From an optimization exercise on the open Yosys and OpenROAD flow, aimed at a short achievable clock period and few clock cycles; shortcuts taken in it are not production practice. The RTL was checked by simulation tests, not by an equivalence proof against the original design. Power figures rest on the tool's default switching activity, not on a simulated workload.

File: flow/design.v
module smbus_engine #(
    parameter CAP      = 48,    
    parameter FE_DELAY = 2      
) (
    input  wire        clk,
    input  wire        rst,
    input  wire        cmd_valid,
    output wire        cmd_ready,
    input  wire [7:0]  cmd_op,
    input  wire [3:0]  cmd_bus,
    input  wire [7:0]  cmd_addr,
    input  wire [7:0]  cmd_byte,
    input  wire [15:0] cmd_val16,
    input  wire [7:0]  cmd_t,
    input  wire [1:0]  cmd_datw,
    input  wire [1:0]  cmd_datr,
    input  wire        cmd_ed,
    input  wire        cfg_fast,
    input  wire [4:0]  cfg_nbus,
    input  wire [7:0]  cfg_max_retries,
    output wire        res_valid,
    output wire [3:0]  res_code,
    output wire [15:0] res_val,
    output wire [8:0]  res_size,
    output wire [8:0]  res_entry,
    output wire [7:0]  res_attempt,
    output wire        ev_valid,
    output wire [1:0]  ev_kind,
    output wire [1:0]  ev_reg,
    output wire [31:0] ev_wdata,
    input  wire        ev_ready,
    input  wire [31:0] ev_rdata,
    output wire [5:0]  buf_addr,
    output wire        buf_we,
    output wire [7:0]  buf_wdata,
    input  wire [7:0]  buf_rdata
);
    localparam EV_READ = 2'd0, EV_WRITE = 2'd1, EV_WAIT = 2'd2;
    localparam R_NONE = 2'd0, R_REQ = 2'd1, R_CS = 2'd2, R_RESP = 2'd3;
    localparam E_OK = 4'd0, E_FEMPTY = 4'd1, E_ACK = 4'd2, E_TIMEOUT = 4'd3,
               E_BUSCONF = 4'd4, E_FLUSHED = 4'd5, E_TIMISM = 4'd6,
               E_FOVF = 4'd7, E_BUFSMALL = 4'd8, E_SHAPE = 4'd9, E_NOBUS = 4'd12;
    localparam [8:0] ENTRY_NONE = 9'h1FF;
    localparam S_IDLE = 0,    
               S_SEQ  = 1,    
               S_COL  = 2,    
               S_FEW  = 3,    
               S_POLL = 4,    
               S_PW   = 5,    
               S_RRD  = 6,    
               S_RW1  = 7,    
               S_RWT  = 8,    
               S_RW2  = 9,    
               S_DONE = 10;   
    localparam NS = 11;
    localparam P_SINGLE = 2'd0, P_DISC = 2'd1, P_MAIN = 2'd2, P_FAST = 2'd3;
    reg [NS-1:0] st;
    reg [6:0]  a7;
    reg [3:0]  bus;
    reg [7:0]  cbyte;
    reg [15:0] val16;
    reg [1:0]  tl;
    reg [1:0]  datw, datr;
    reg        ed;
    reg [7:0]  max_retries;
    reg        c_bdw, c_wdw, c_bufw, c_ibr, c_wd;
    reg [10:0] budget;
    reg [31:0] w0;
    reg [1:0]  pass0;
    reg [5:0]  pss0;
    reg        rdp0;
    reg [5:0]  boff0;
    reg [1:0]  pass;
    reg [5:0]  pss;
    reg        rdp;
    reg [7:0]  attempt;
    reg        retry;
    reg [5:0]  i;              
    reg [5:0]  rem;            
    reg [5:0]  k;              
    reg [7:0]  krem;           
    reg        klast;          
    reg        kstore;         
    reg        sover;          
    reg        k3f;            
    reg        kge4f;          
    reg        noti;           
    reg [3:0]  fe_n;
    reg        fe10;
    reg [8:0]  total;
    reg [10:0] brem;           
    reg        pexp;           
    reg [31:0] cs_v;
    reg [15:0] rdv;
    reg [3:0]  err;
    reg [8:0]  err_size;
    reg [8:0]  err_entry;
    reg        evv;
    reg [1:0]  evk, evr;
    reg [31:0] evd;
    reg [5:0]  baddr;
    reg        bwe;
    reg [7:0]  bwd;
    wire hs = evv & ev_ready;
    wire [31:0] rd = ev_rdata;
    wire [7:0] L       = buf_rdata;        
    wire       c_rw    = cmd_op[0];
    wire [3:0] c_size  = cmd_op[4:1];
    wire       c_cls0  = (cmd_op[7:5] == 3'd0);
    wire ck_quick = c_cls0 && c_size == 4'd0;
    wire ck_byte  = c_cls0 && c_size == 4'd1;
    wire ck_bdata = c_cls0 && c_size == 4'd2;
    wire ck_wdata = c_cls0 && c_size == 4'd3;
    wire ck_block = c_cls0 && c_size == 4'd5;
    wire ck_i2cb  = c_cls0 && c_size == 4'd8;
    wire ck_valid = ck_quick | ck_byte | ck_bdata | ck_wdata | ck_block | ck_i2cb;
    wire ck_blw = ck_block & ~c_rw;
    wire ck_blr = ck_block &  c_rw;
    wire ck_ibw = ck_i2cb  & ~c_rw;
    wire ck_ibr = ck_i2cb  &  c_rw;
    wire L_ge48 = (L >= 8'd48);
    wire L_gt60 = (L > 8'd60);
    wire c_shape_bad = ((ck_blw | ck_ibw) & L_ge48) | (ck_ibr & L_gt60);
    wire c_bus_bad   = ({1'b0, cmd_bus} >= cfg_nbus);
    wire c_addr_bad  = cmd_addr[7];
    wire c_ok = ck_valid & ~c_bus_bad & ~c_addr_bad & ~c_shape_bad;
    wire [3:0] c_code = !ck_valid ? E_SHAPE : c_bus_bad ? E_NOBUS : E_SHAPE;
    reg [5:0] c_pss;
    always @(*) begin
        c_pss = 6'd0;
        if (ck_quick)      c_pss = 6'd1;
        else if (ck_byte)  c_pss = 6'd2;
        else if (ck_bdata) c_pss = c_rw ? 6'd4 : 6'd3;
        else if (ck_wdata) c_pss = c_rw ? 6'd5 : 6'd4;
        else if (ck_blw)   c_pss = 6'd3 + L[5:0];
        else if (ck_ibw)   c_pss = 6'd2 + L[5:0];
        else if (ck_ibr)   c_pss = 6'd3 + L[5:0];
        else if (ck_blr)   c_pss = cfg_fast ? 6'd3 : 6'd4;
    end
    wire [31:0] c_w0;
    assign c_w0[31:28] = 4'd0;
    assign c_w0[27:24] = cmd_bus;
    assign c_w0[23]    = 1'b1;                                   
    assign c_w0[22]    = 1'b1;                                   
    assign c_w0[21]    = 1'b0;                                   
    assign c_w0[20]    = ck_quick;                               
    assign c_w0[19:18] = cmd_t[1:0];
    assign c_w0[17:16] = ck_quick ? (c_rw ? cmd_datr : cmd_datw) : 2'd0;
    assign c_w0[15]    = 1'b0;                                   
    assign c_w0[14]    = ck_quick & cmd_ed;                      
    assign c_w0[13:8]  = c_pss;                                  
    assign c_w0[7:0]   = {cmd_addr[6:0], c_rw & (ck_quick | ck_byte)};
    reg [10:0] c_budget;
    always @(*) begin
        case (cmd_t)
            8'd0:    c_budget = 11'd5;
            8'd1:    c_budget = 11'd40;
            8'd2:    c_budget = 11'd505;
            8'd3:    c_budget = 11'd1005;
            default: c_budget = 11'd100;
        endcase
    end
    wire n_is1 = (i == 6'd0);
    wire n_is2 = (i == 6'd1);
    wire n_is3 = (i == 6'd2);
    wire w_last  = (rem == 6'd0);
    wire n_last  = (rem == 6'd1);
    wire [7:0] payload = c_bdw ? val16[7:0] :
                         c_wdw ? (n_is2 ? val16[7:0] : val16[15:8]) :
                                 buf_rdata;
    reg [31:0] nw;
    always @(*) begin
        nw = evd;
        nw[31:28] = evd[31:28] + 4'd1;                                        
        nw[23]    = rdp & n_is2;                                              
        nw[13:8]  = 6'd0;                                                     
        nw[22]    = evd[22] & ~(rdp & n_is3) & ~(rdp & n_is1 & pss == 6'd2);  
        if (n_is1)        nw[7:0] = cbyte;
        else if (rdp)     nw[7:0] = n_is2 ? {a7, 1'b1} : evd[7:0];
        else              nw[7:0] = payload;
        nw[20]    = n_last;                                                   
        nw[14]    = n_last & ed;                                              
        nw[17:16] = n_last ? (rdp ? datr : datw) : 2'd0;                      
        nw[15]    = (pass == P_FAST) & n_is2;                                 
        nw[21]    = ~(nw[22] | nw[20]);                                       
    end
    wire fe   = rd[31];
    wire tim  = ~noti & (rd[15:12] != k[3:0]);
    wire vbad = rd[10] | rd[9] | rd[8] | rd[11] | tim | rd[30];
    reg [3:0] vcode;
    always @(*) begin
        vcode = E_OK;
        if (rd[10])      vcode = E_ACK;
        else if (rd[9])  vcode = E_TIMEOUT;
        else if (rd[8])  vcode = E_BUSCONF;
        else if (rd[11]) vcode = E_FLUSHED;
        else if (tim)    vcode = E_TIMISM;
        else if (rd[30]) vcode = E_FOVF;
    end
    wire last_now = klast | (k3f & (rd[7:0] == 8'd0));
    wire c_big    = (rd[7:0] > 8'd59);
    wire good     = ~fe & ~vbad & ~sover;
    wire disc_bad = (pass == P_DISC) & c_big;
    wire [8:0] cur_size = (pass == P_FAST) ? (kge4f ? total : 9'd3) : {3'd0, pss};
    wire store_pass = (pass == P_MAIN) | (pass == P_FAST) | (pass == P_SINGLE & c_ibr);
    wire [5:0] soff = (pass == P_SINGLE) ? 6'd2 : 6'd3;
    wire [5:0] k1 = k + 6'd1;
    wire [31:0] main_w0 = {4'd0, bus, 1'b1, 1'b1, 1'b0, 1'b0, tl, 2'd0, 1'b0, 1'b0,
                           rd[5:0] + 6'd4, a7, 1'b0};
    assign cmd_ready   = st[S_IDLE];
    assign res_valid   = st[S_DONE];
    assign res_code    = err;
    assign res_val     = c_wd ? rdv : {8'd0, rdv[15:8]};
    assign res_size    = err_size;
    assign res_entry   = err_entry;
    assign res_attempt = attempt;
    assign ev_valid = evv;
    assign ev_kind  = evk;
    assign ev_reg   = evr;
    assign ev_wdata = evd;
    assign buf_addr  = baddr;
    assign buf_we    = bwe;
    assign buf_wdata = bwd;
    task go;
        input integer s;
        input [1:0]   kind;
        input [1:0]   regn;
        begin
            st      <= {NS{1'b0}};
            st[s]   <= 1'b1;
            evk     <= kind;
            evr     <= regn;
        end
    endtask
    task start_collect;
        begin
            k      <= 6'd0;
            krem   <= (pass == P_FAST) ? 8'd255 : {2'd0, pss} - 8'd1;
            klast  <= (pass != P_FAST) && (pss == 6'd1);
            kstore <= 1'b0;
            sover  <= 1'b0;
            k3f    <= 1'b0;
            kge4f  <= 1'b0;
            noti   <= 1'b0;
            fe_n   <= 4'd0;
            fe10   <= 1'b0;
        end
    endtask
    always @(posedge clk) begin
        if (rst) begin
            st    <= {{(NS-1){1'b0}}, 1'b1};
            evv   <= 1'b0;
            bwe   <= 1'b0;
            baddr <= 6'd0;
        end else begin
            bwe <= 1'b0;
            if (st[S_IDLE]) begin
                if (cmd_valid) begin
                    a7          <= cmd_addr[6:0];
                    bus         <= cmd_bus;
                    cbyte       <= cmd_byte;
                    val16       <= cmd_val16;
                    tl          <= cmd_t[1:0];
                    datw        <= cmd_datw;
                    datr        <= cmd_datr;
                    ed          <= cmd_ed;
                    max_retries <= cfg_max_retries;
                    budget      <= c_budget;
                    c_bdw       <= ck_bdata & ~c_rw;
                    c_wdw       <= ck_wdata & ~c_rw;
                    c_bufw      <= ck_blw | ck_ibw;
                    c_ibr       <= ck_ibr;
                    c_wd        <= ck_wdata;
                    attempt     <= 8'd0;
                    err_size    <= 9'd0;
                    err_entry   <= 9'd0;
                    w0          <= c_w0;
                    pss0        <= c_pss;
                    pss         <= c_pss;
                    rdp0        <= c_rw;
                    rdp         <= c_rw;
                    pass0       <= ck_blr ? (cfg_fast ? P_FAST : P_DISC) : P_SINGLE;
                    pass        <= ck_blr ? (cfg_fast ? P_FAST : P_DISC) : P_SINGLE;
                    boff0       <= ck_ibw ? 6'd0 : 6'd63;
                    baddr       <= ck_ibw ? 6'd0 : 6'd63;
                    i           <= 6'd0;
                    rem         <= c_pss - 6'd1;
                    evd         <= c_w0;
                    if (c_ok) begin
                        evv <= 1'b1;
                        go(S_SEQ, EV_WRITE, R_REQ);
                    end else begin
                        err <= c_code;
                        go(S_DONE, EV_READ, R_NONE);
                    end
                end
            end
            if (st[S_DONE]) begin
                baddr <= 6'd0;
                go(S_IDLE, EV_READ, R_NONE);
            end
            if (st[S_SEQ] && hs) begin
                i     <= i + 6'd1;
                rem   <= rem - 6'd1;
                baddr <= baddr + 6'd1;
                if (w_last) begin
                    start_collect;
                    if (pass == P_FAST) begin
                        brem <= budget;
                        pexp <= 1'b0;
                        go(S_POLL, EV_READ, R_CS);
                    end else begin
                        go(S_COL, EV_READ, R_RESP);
                    end
                end else begin
                    evd <= nw;
                end
            end
            if (st[S_COL] && hs) begin
                err_size  <= cur_size;
                err_entry <= (~fe & ~vbad & ~sover & last_now & disc_bad) ? ENTRY_NONE : {3'd0, k};
                err <= fe ? E_FEMPTY : vbad ? vcode : sover ? E_BUFSMALL :
                       (last_now & disc_bad) ? E_BUFSMALL : E_OK;
                evd <= fe ? FE_DELAY : main_w0;
                if (fe) begin
                    fe_n <= fe_n + 4'd1;
                    fe10 <= (fe_n == 4'd9);
                end else begin
                    fe_n   <= 4'd0;
                    fe10   <= 1'b0;
                    rdv    <= {rd[7:0], rdv[15:8]};
                    k      <= k1;
                    krem   <= k3f ? rd[7:0] - 8'd1 : krem - 8'd1;
                    klast  <= k3f ? (rd[7:0] == 8'd1) : (krem == 8'd1);
                    kstore <= store_pass & (k1 >= soff);
                    sover  <= store_pass & (k1 >= soff + CAP);
                    k3f    <= (pass == P_FAST) & (k1 == 6'd3);
                    kge4f  <= (pass == P_FAST) & (k1 >= 6'd4);
                    noti   <= (pass == P_FAST) & (k1 >= 6'd3);
                    if (k3f) total <= 9'd4 + {1'b0, rd[7:0]};
                    baddr  <= k - soff;
                    bwd    <= rd[7:0];
                    bwe    <= kstore & ~sover & ~vbad;
                end
                if (fe) begin
                    if (fe10) go(S_RRD, EV_READ, R_CS);
                    else      go(S_FEW, EV_WAIT, R_NONE);
                end else if (vbad | sover) begin
                    go(S_RRD, EV_READ, R_CS);
                end else if (last_now) begin
                    if (pass == P_DISC) begin
                        if (c_big) begin
                            go(S_RRD, EV_READ, R_CS);
                        end else begin
                            pass <= P_MAIN;
                            pss  <= rd[5:0] + 6'd4;
                            rem  <= rd[5:0] + 6'd3;
                            i    <= 6'd0;
                            go(S_SEQ, EV_WRITE, R_REQ);
                        end
                    end else begin
                        evv <= 1'b0;
                        go(S_DONE, EV_READ, R_NONE);
                    end
                end
            end
            if (st[S_FEW] && hs) begin
                go(S_COL, EV_READ, R_RESP);
            end
            if (st[S_POLL] && hs) begin
                evd <= 32'd1;
                if (!rd[26]) begin
                    go(S_COL, EV_READ, R_RESP);
                end else if (pexp) begin
                    err       <= E_TIMEOUT;
                    err_size  <= 9'd3;
                    err_entry <= ENTRY_NONE;
                    go(S_RRD, EV_READ, R_CS);
                end else begin
                    go(S_PW, EV_WAIT, R_NONE);
                end
            end
            if (st[S_PW] && hs) begin
                brem <= brem - 11'd1;
                pexp <= (brem == 11'd1);
                go(S_POLL, EV_READ, R_CS);
            end
            if (st[S_RRD] && hs) begin
                cs_v <= rd;
                evd  <= rd | 32'hC000_0000;
                go(S_RW1, EV_WRITE, R_CS);
            end
            if (st[S_RW1]) begin
                retry <= (err != E_BUFSMALL) && (attempt < max_retries);
                if (hs) begin
                    evd <= 32'd10;
                    go(S_RWT, EV_WAIT, R_NONE);
                end
            end
            if (st[S_RWT] && hs) begin
                evd <= (cs_v | 32'h4000_0000) & 32'h7FFF_FFFF;
                go(S_RW2, EV_WRITE, R_CS);
            end
            if (st[S_RW2] && hs) begin
                if (retry) begin
                    attempt <= attempt + 8'd1;
                    evd     <= w0;
                    pass    <= pass0;
                    pss     <= pss0;
                    rdp     <= rdp0;
                    i       <= 6'd0;
                    rem     <= pss0 - 6'd1;
                    baddr   <= boff0;
                    go(S_SEQ, EV_WRITE, R_REQ);
                end else begin
                    evv <= 1'b0;
                    go(S_DONE, EV_READ, R_NONE);
                end
            end
        end
    end
endmodule
File: flow/run.sh
#!/bin/bash
# synth_recipe.tcl (not shown) runs the flow's synth.tcl, then flattens the netlist and writes it again
# the make line also repeats each setting of config.mk as NAME=value (left out here)
make -C /OpenROAD-flow-scripts/flow DESIGN_CONFIG=/design/flow/config.mk WORK_HOME=/design/flow/orfs CLKGATE_MAP_FILE= SYNTH_SCRIPT=/design/flow/synth_recipe.tcl finish
File: flow/config.mk
export PLATFORM = sky130hd
export DESIGN_NAME = smbus_engine
export DESIGN_NICKNAME = smbus_engine
export VERILOG_FILES = /design/flow/design.v
export SDC_FILE = /design/flow/constraint.sdc
export NUM_CORES = 4
export LEC_CHECK = 0
export ABC_CLOCK_PERIOD_IN_PS = 2000
export CAP_MARGIN = 20
export CORE_MARGIN = 2
export CORE_UTILIZATION = 40
export PLACE_DENSITY = 0.6
export SETUP_SLACK_MARGIN = 2.8
export SLEW_MARGIN = 20
File: flow/constraint.sdc
create_clock -name core_clock -period 5.0 [get_ports {clk}]
set_input_delay 1.0000 -clock core_clock [delete_from_list [all_inputs] [get_ports {clk}]]
set_output_delay 1.0000 -clock core_clock [all_outputs]
set_load 0.01 [all_outputs]
==> results.sh, run 1 <==
export IMPL_crit_fanout=5
export IMPL_grt_pass1_vias=14350
export IMPL_placedCellCount=2224
export IMPL_worst_slack_ns=2.351
export IMPL_status="timing/DRC/antenna clean"
export IMPL_yosys_cell_types_count=82
export IMPL_cts_root_buf="clkbuf_16"
export IMPL_syn_area_per_cell_um2=9.978
export IMPL_maxSlewHeadroom_pct=56.23
export IMPL_core_mm2=0.03856
export IMPL_start_kind="input port"
export IMPL_fmax_ghz=0.3776
export IMPL_synth_ff_type="edfxtp_1"
export IMPL_ys_seq_area_share_pct=51.92
export IMPL_skew_ns=0.01839
export IMPL_std_cell_rows=72
export IMPL_hold_buffers=0
export IMPL_die_h_um=201.5
export IMPL_async_flop_share_pct=0
export IMPL_antenna_found_initial=0
export IMPL_clk_latency_ns=0.52
export IMPL_die_width_um=201.5
export IMPL_cts_sinks=276
export IMPL_multi_input_area_mm2=0.008478
export IMPL_syn_to_final_growth_pct=45.82
export IMPL_vdd_drop_max_uv=210.0
export IMPL_synth_seq_cells=276
export IMPL_endpoint_kind="flop"
export IMPL_cp_data_required_time_ns=5.26
export IMPL_port_buffers=214
export IMPL_hpwl_mm=37.59
export IMPL_grt_pass1_wl_mm=86.66
export IMPL_dieArea_mm2=0.04059
export IMPL_drc=0
export IMPL_cts_tree="yes"
export IMPL_min_period_ns=2.649
export IMPL_grt_max_degree=95
export IMPL_num_vias=14930
export IMPL_ys_warn_count=1
export IMPL_maxCapViolations=0
export IMPL_fillers=3273
export IMPL_synth_area_mm2=0.01560
export IMPL_grt_use_total_pct=27.45
export IMPL_gp_congestion=0.8946
export IMPL_setup_viol_count_final=0
export IMPL_netlist_instances=1563
export IMPL_overflow=0
export IMPL_rsz0062_at_grt="yes"
export IMPL_synth_edff_count=257
export IMPL_setup_tns_ns=0
export IMPL_period_share_pct=52.97
export IMPL_ios=215
export IMPL_hold_viol=0
export IMPL_wl_per_cell_um=23.37
export IMPL_drt_pass1_iterations=8
export IMPL_clockBufferDepth=3
export IMPL_p_leak_nw=8.657
export IMPL_synth_nets=1726
export IMPL_initial_core_util_pct=40.45
export IMPL_fin_nets=2133
export IMPL_seqCellArea_mm2=0.008115
export IMPL_routed_wl_mm=58.74
export IMPL_drtIter0Drc=1481
export IMPL_place_ws_ns=0.9033
export IMPL_power_density_mw_per_mm2=263.7
export IMPL_fin_cells=2514
export IMPL_cts_htree_levels=2
export IMPL_arrival_ns=2.91
export IMPL_crit_type="in -> reg"
export IMPL_drive_above_1_share_pct=33.13
export IMPL_antenna_left=0
export IMPL_report_final_slew_viol_count=0
export IMPL_cts_buffers_inserted=34
export IMPL_clk_pin_slew_worst_paths_ns=0.06
export IMPL_tightestPinTransition_ns=0.6542
export IMPL_vias_per_cell=5.940
export IMPL_hold_class="reg -> reg"
[final cells by class]
type / count / area share [%]
repair buffers: 460 / 18.52
inverters: 50 / 1.056
well taps: 518 / 2.850
diodes: 1 / 0.01100
multi-input cells: 1148 / 37.28
flip-flops and latches: 276 / 35.68
clock inverters: 23 / 0.7042
clock buffers: 38 / 3.901
[cells by family after synthesis]
family / count (synthesis) / synth area share [%]
xor+xnor: 57 / 3.201
buf+inv: 149 / 3.995
flops: 276 / 51.92
fa+ha+maj: 48 / 3.851
compound gates: 446 / 18.03
simple gates: 563 / 17.34
mux: 24 / 1.661
[metal layers]
layer | GRT usage, % | share of wire, %
met2 | 43.56 | 46
met3 | 3.369 | 9.1
met5 | 0 | 0
met1 | 38.26 | 41
met4 | 11.08 | 4.4
[placed cells by master, fill, tap and decap left out, types with 14 or more instances in the layout]
master             n
a21oi_1           90
a21oi_2           18
a22oi_1           17
a31oi_1           23
and2_4            15
and3_1            18
buf_12            18
buf_2             35
buf_4            191
buf_6             62
clkbuf_16         37
clkbuf_2          17
clkdlybuf4s15_1   28
clkdlybuf4s50_1   73
dlygate4sd2_1     14
edfxtp_1         257
ha_1              35
inv_1             37
nand2_1          160
nand3_1           60
nor2_1           121
nor2_2            15
nor2_4            15
nor3_1            27
o211ai_1          23
o21ai_0           69
o21ai_1           46
o22ai_1           26
xnor2_1           22
xor2_1            26
[critical path: stages]
cell and delay (ns):
buf_12 0.11, or4b_4 0.56, buf_6 0.15, a21oi_4 0.12, a21oi_2 0.06, o31ai_4 0.35, o31ai_4 0.16, buf_6 0.16
a311o_1 0.25
[final timing paths]
| path | startpoint | end | slack, ns | cells after the start |
|---|---|---|---|---|
| max | cmd_op[3] | err[1]$_DFFE_PN_ | 2.35 | 9 |
| max reg2reg | i[4]$_DFFE_PN_ | evd[3]$_DFFE_PN_ | 2.69 | 8 |
| min | rdv[9]$_DFFE_PP_ | rdv[1]$_DFFE_PP_ | 0.51 | 0 |
| min reg2reg | rdv[9]$_DFFE_PP_ | rdv[1]$_DFFE_PP_ | 0.51 | 0 |
[stage by stage]
step           power (mW)  cell area, um^2  util [%]  hold slack [ns]
2_1_floorplan       3.143            16610         -           0.4625
3_3_place_gp        3.493            18860     48.90           0.4813
3_5_place_dp        3.502            18860     48.90           0.4843
4_1_cts             5.958            21890     56.79           0.5091
5_1_grt             6.167            22740     58.98           0.5315
6_report            5.998            22740     58.99           0.5140
[report_power, final]
group | internal, mW | switching (mW) | leakage [nW] | total (mW)
Combinational | 0.426 | 0.479 | 5.53 | 0.905
Clock | 1.34 | 1.03 | 0.515 | 2.37
Sequential | 2.63 | 0.0894 | 2.61 | 2.72
Total | 4.40 | 1.60 | 8.66 | 6.00
[flip-flops by register name (all words and copies together) (netlist names), 9 cells and up]
signal,count
evd,32
total,9
st,11
err_entry,9
rdv,16
brem,11
err_size,9
val16,16
cs_v,30
[cells in the mapped netlist, drive strengths merged (4+ instances only)]
cell type  number  area, um^2
a222oi          6       60.06
nor4b           5       73.83
a31oi          25       171.4
a22o            5       43.79
a41oi           4       35.03
and3           25       156.4
o211ai         23       172.7
and2           21       133.9
nand2b         10       65.06
nand2         176       663.1
nand4           8       50.05
a221o           5       50.05
inv            50       187.7
or3             4       25.02
o21ai         124       620.6
mux2           15       168.9
clkbuf         64       240.2
nand3          70       360.3
dfxtp          19       380.4
a21o           11       82.58
edfxtp        257        7717
nor3b           5       37.54
a311oi          5       43.79
ha             48       600.6
nor2b           7       43.79
xnor2          27       236.5
nand3b          6       45.04
mux2i           9       90.09
buf            35       195.2
a22oi          18       135.1
o31ai          13       102.6
a21oi         117       585.6
nor4           19       137.6
a221oi          8       70.07
o22ai          28       181.4
o21a            5       37.54
a211oi         16       125.1
a32oi           5       43.79
nor2          151       566.8
xor2           30       262.8
o22a            4       35.03
nor3           41       215.2
[timing repair]
action | 4_1_cts | 5_1_grt
cloned | 10 | 4
resized for setup | 637 | 149
pin swaps | 98 | 89
setup buffers | 159 | 55
setup endpoints to repair | 389 | 259
Testbench counts, summed over its fixed seeds: cycles 61,126.
==> run 2, diff against run 1 <==
--- a/flow/config.mk
+++ b/flow/config.mk
@@ -7,3 +7,2 @@
 export LEC_CHECK = 0
-export ABC_CLOCK_PERIOD_IN_PS = 2000
 export CAP_MARGIN = 20
@@ -12,3 +11,2 @@
 export PLACE_DENSITY = 0.6
-export SETUP_SLACK_MARGIN = 2.8
 export SLEW_MARGIN = 20
==> run 2 against run 1 <==
Against the previous run:
- die area stayed put
- final cell count fell by 8.8%
- first-iteration DRC count shrank 24%
- sequential share of layout area increased by 6.2 points
- worst hold slack worse by 0.0098 ns
- synthesized cell count did not move
- via count down 9.6%
- combinational power down 23%
- routed wire length is 11% lower
- largest cell class is now flip-flops and latches
- cell area fell by 15%
- utilization shrank 8.9 points
- critical path depth decreased by 1
==> results.sh, run 2 <==
export IMPL_grt_use_total_pct=25.36
export IMPL_tightestPinTransition_ns=1.066
export IMPL_grt_pass1_vias=13020
export IMPL_die_width_um=201.5
export IMPL_setup_tns_ns=0
export IMPL_wl_met3_mm=4.730
export IMPL_antenna_left=0
export IMPL_num_antenna_cells=0
export IMPL_top_register="evd"
export IMPL_ys_seq_area_share_pct=51.92
export IMPL_crit_type="in -> reg"
export IMPL_hold_class="reg -> reg"
export IMPL_p_leak_nw=6.962
export IMPL_hold_buffers=0
export IMPL_status="timing/DRC/antenna clean"
export IMPL_r2r_end="evd[14]$_DFFE_PN_"
export IMPL_whs_endpoint="rdv[6]$_DFFE_PP_"
export IMPL_hold_viol=0
export IMPL_cts_root_buf="clkbuf_16"
export IMPL_dieArea_mm2=0.04059
export IMPL_fin_nets=1912
export IMPL_endpoint_kind="flop"
export IMPL_worstHoldStart="rdv[14]$_DFFE_PP_"
export IMPL_cts_sinks=276
export IMPL_start_kind="input port"
export IMPL_postCtsSetupBuffers=0
export IMPL_largest_reg_flops=32
export IMPL_cp_data_required_time_ns=5.40
export IMPL_grt_pass1_wl_mm=80.10
export IMPL_synth_edff_count=257
export IMPL_syn_to_final_growth_pct=23.85
export IMPL_synthTopCellsByArea="edfxtp_1 (49%), nand2_1 (4.2%), ha_1 (3.9%)"
export IMPL_final_area_mm2=0.01932
export IMPL_r2r_start="rem[2]$_DFFE_PN_"
export IMPL_worstRegToRegCells=6
export IMPL_layout_commonest_cell="edfxtp_1"
export IMPL_ys_warn_count=1
export IMPL_port_buffers=214
export IMPL_cts_buffers_inserted=31
export IMPL_rsz0062_at_grt="no"
export IMPL_top_layer="met4"
export IMPL_vdd_drop_max_uv=263.7
export IMPL_arrival_ns=4.34
export IMPL_clk_pin_slew_worst_paths_ns=0.06
export IMPL_reg2reg_setup_slack_ns=1.54
export IMPL_maxSlewHeadroom_pct=28.36
export IMPL_gp_congestion=0.9092
export IMPL_std_cell_rows=72
export IMPL_maxCapViolations=0
export IMPL_drive_above_1_share_pct=7.497
export IMPL_syn_area_per_cell_um2=9.978
export IMPL_synth_top_area_share_pct=49.48
export IMPL_netlist_instances=1563
export IMPL_drtIter0Drc=1128
export IMPL_min_period_ns=3.949
export IMPL_hpwl_mm=37.64
export IMPL_async_flop_share_pct=0
export IMPL_clk_latency_ns=0.57
export IMPL_yosys_cell_types_count=82
export IMPL_layout_common_cells="edfxtp_1 (257), clkdlybuf4s50_1 (214), nand2_1 (174)"
export IMPL_synth_seq_cells=276
export IMPL_wl_per_cell_um=22.80
export IMPL_num_vias=13510
export IMPL_power_density_mw_per_mm2=296.6
export IMPL_synth_nets=1726
export IMPL_min_delay_path_depth=0
export IMPL_crit_path_start="cmd_op[6]"
export IMPL_synth_area_leader_cell="edfxtp_1"
export IMPL_vias_per_cell=5.893
export IMPL_ios=215
export IMPL_cts_tree="yes"
export IMPL_grt_max_degree=112
export IMPL_skew_ns=0.01164
export IMPL_antenna_found_initial=0
export IMPL_met1_length_mm=22.30
export IMPL_top_regs="evd (32), cs_v (30)"
export IMPL_report_final_slew_viol_count=0
export IMPL_met2_length_mm=23.09
export IMPL_drc=0
export IMPL_initial_core_util_pct=40.45
export IMPL_synthTopCellsByCount="edfxtp_1 (257), nand2_1 (175), nor2_1 (151)"
export IMPL_core_mm2=0.03856
export IMPL_postCtsResizedCells=0
export IMPL_fmax_ghz=0.2532
export IMPL_drt_pass1_iterations=8
export IMPL_synth_ff_type="edfxtp_1"
export IMPL_placed_cell_area_mm2=0.01830
export IMPL_cts_htree_levels=1
export IMPL_clockBufferDepth=3
export IMPL_synth_most_common_cell="edfxtp_1"
export IMPL_period_share_pct=78.98
export IMPL_synth_area_mm2=0.01560
export IMPL_routed_wl_mm=52.25
export IMPL_setup_viol_count_final=0
export IMPL_crit_fanout=13
export IMPL_die_h_um=201.5
export IMPL_overflow=0
-- run 2: changes by cell type in the layout (fill, tap and decap cells not counted), sizes merged, moves of 2 or more --
cell / previous run / this run
bufinv: 1 / 3
nand2: 179 / 176
nand3: 73 / 70
buf: 315 / 38
clkdlybuf4s50: 73 / 214
dlygate4sd2: 14 / 0
clkinvlp: 5 / 2
clkdlybuf4s15: 36 / 0
clkbuf: 59 / 42
clkinv: 16 / 10
-- run 2: cells by family after synthesis --
| family | Yosys count | synth area share, % |
|---|---|---|
| mux | 24 | 1.661 |
| fa+ha+maj | 48 | 3.851 |
| simple gates | 563 | 17.34 |
| buf+inv | 149 | 3.995 |
| flops | 276 | 51.92 |
| compound gates | 446 | 18.03 |
| xor+xnor | 57 | 3.201 |
-- run 2: per-layer routing --
| layer | GRT usage (%) | vias up |
|---|---|---|
| met1 | 35.15 | 6496 |
| met5 | 0 | - |
| met4 | 9.585 | 0 |
| met3 | 5.264 | 108 |
| li1 | - | 6209 |
| met2 | 39.15 | 694 |
-- run 2: area by class of cell --
cell class | instances | area (um^2)
multi-input combinational | 1138 | 6908
sequential | 276 | 8098
clock inverter | 16 | 160.2
clock buffer | 42 | 847.1
fill | 3590 | 19240
tap | 518 | 648.1
timing repair buffer | 252 | 2465
inverter | 50 | 190.2
-- run 2: power breakdown --
group / switching, mW / internal, mW
sequential: 0.102 / 2.63
clock: 0.966 / 1.34
combinational: 0.370 / 0.323
-- run 2: worst max path at each step --
stage | end | slack (ns) | cells after the start
after floorplan | st[2]$_SDFF_PP0_ | 0.64 | 4
after global placement | evd[14]$_DFFE_PN_ | 0.54 | 8
after detailed placement | evd[14]$_DFFE_PN_ | 0.62 | 8
after CTS | evd[14]$_DFFE_PN_ | 1.18 | 8
after global routing | evd[14]$_DFFE_PN_ | 1.02 | 8
final | evd[14]$_DFFE_PN_ | 1.05 | 8
-- run 2: worst max-delay path, stage by stage --
cell and delay (ns):
clkdlybuf4s50_1 0.43, or3_1 0.61, nor3_1 0.65, and3_1 0.29, nand2_1 0.06, a31oi_1 0.63
a22oi_1 0.36, o22ai_1 0.30
-- run 2: through the flow --
step	hold slack, ns	power, mW	worst slack (ns)	instances	utilization, %
finish	0.5042	5.730	1.051	2292	50.10
global route	0.5189	5.920	1.019	2292	50.10
CTS	0.5064	5.751	1.180	2292	50.07
detailed placement	0.4925	3.464	0.6154	2234	47.46
global placement	0.4875	3.455	0.5421	2234	47.46
floorplan	0.4625	3.095	0.6379	1563	-

[re-timing with driven ports]
The flow's constraints put no driver on any port. The routed layouts listed below were extracted and timed again, unchanged, in two steps. Step 1 assumes that a clkbuf_16 drives the clock port and a buf_2 every other input. Step 2, shift: input delay + t, output delay - t, t = (earliest + latest rising clock arrival at the registers) / 2. This alone moves slack from input paths to output paths. Three values: ideal ports, drivers, drivers and shift; two values: the first two.
run	shift t [ns]	slack for setup (ns)	worst hold slack (ns)	worst slew at a driven data input, ns	cell pins on the clock port's net
run 1	0.565	2.351 / 2.360 / 1.795	0.514 / 0.514 / 0.514	0.07	1
run 2	0.621	1.051 / 1.082 / 0.461	0.504 / 0.504 / 0.504	0.06	1
After both steps setup and hold are still met in every run listed. For run 2, which loses most, drivers alone change the setup slack by +0.031 ns; drivers and shift together by -0.590 ns.
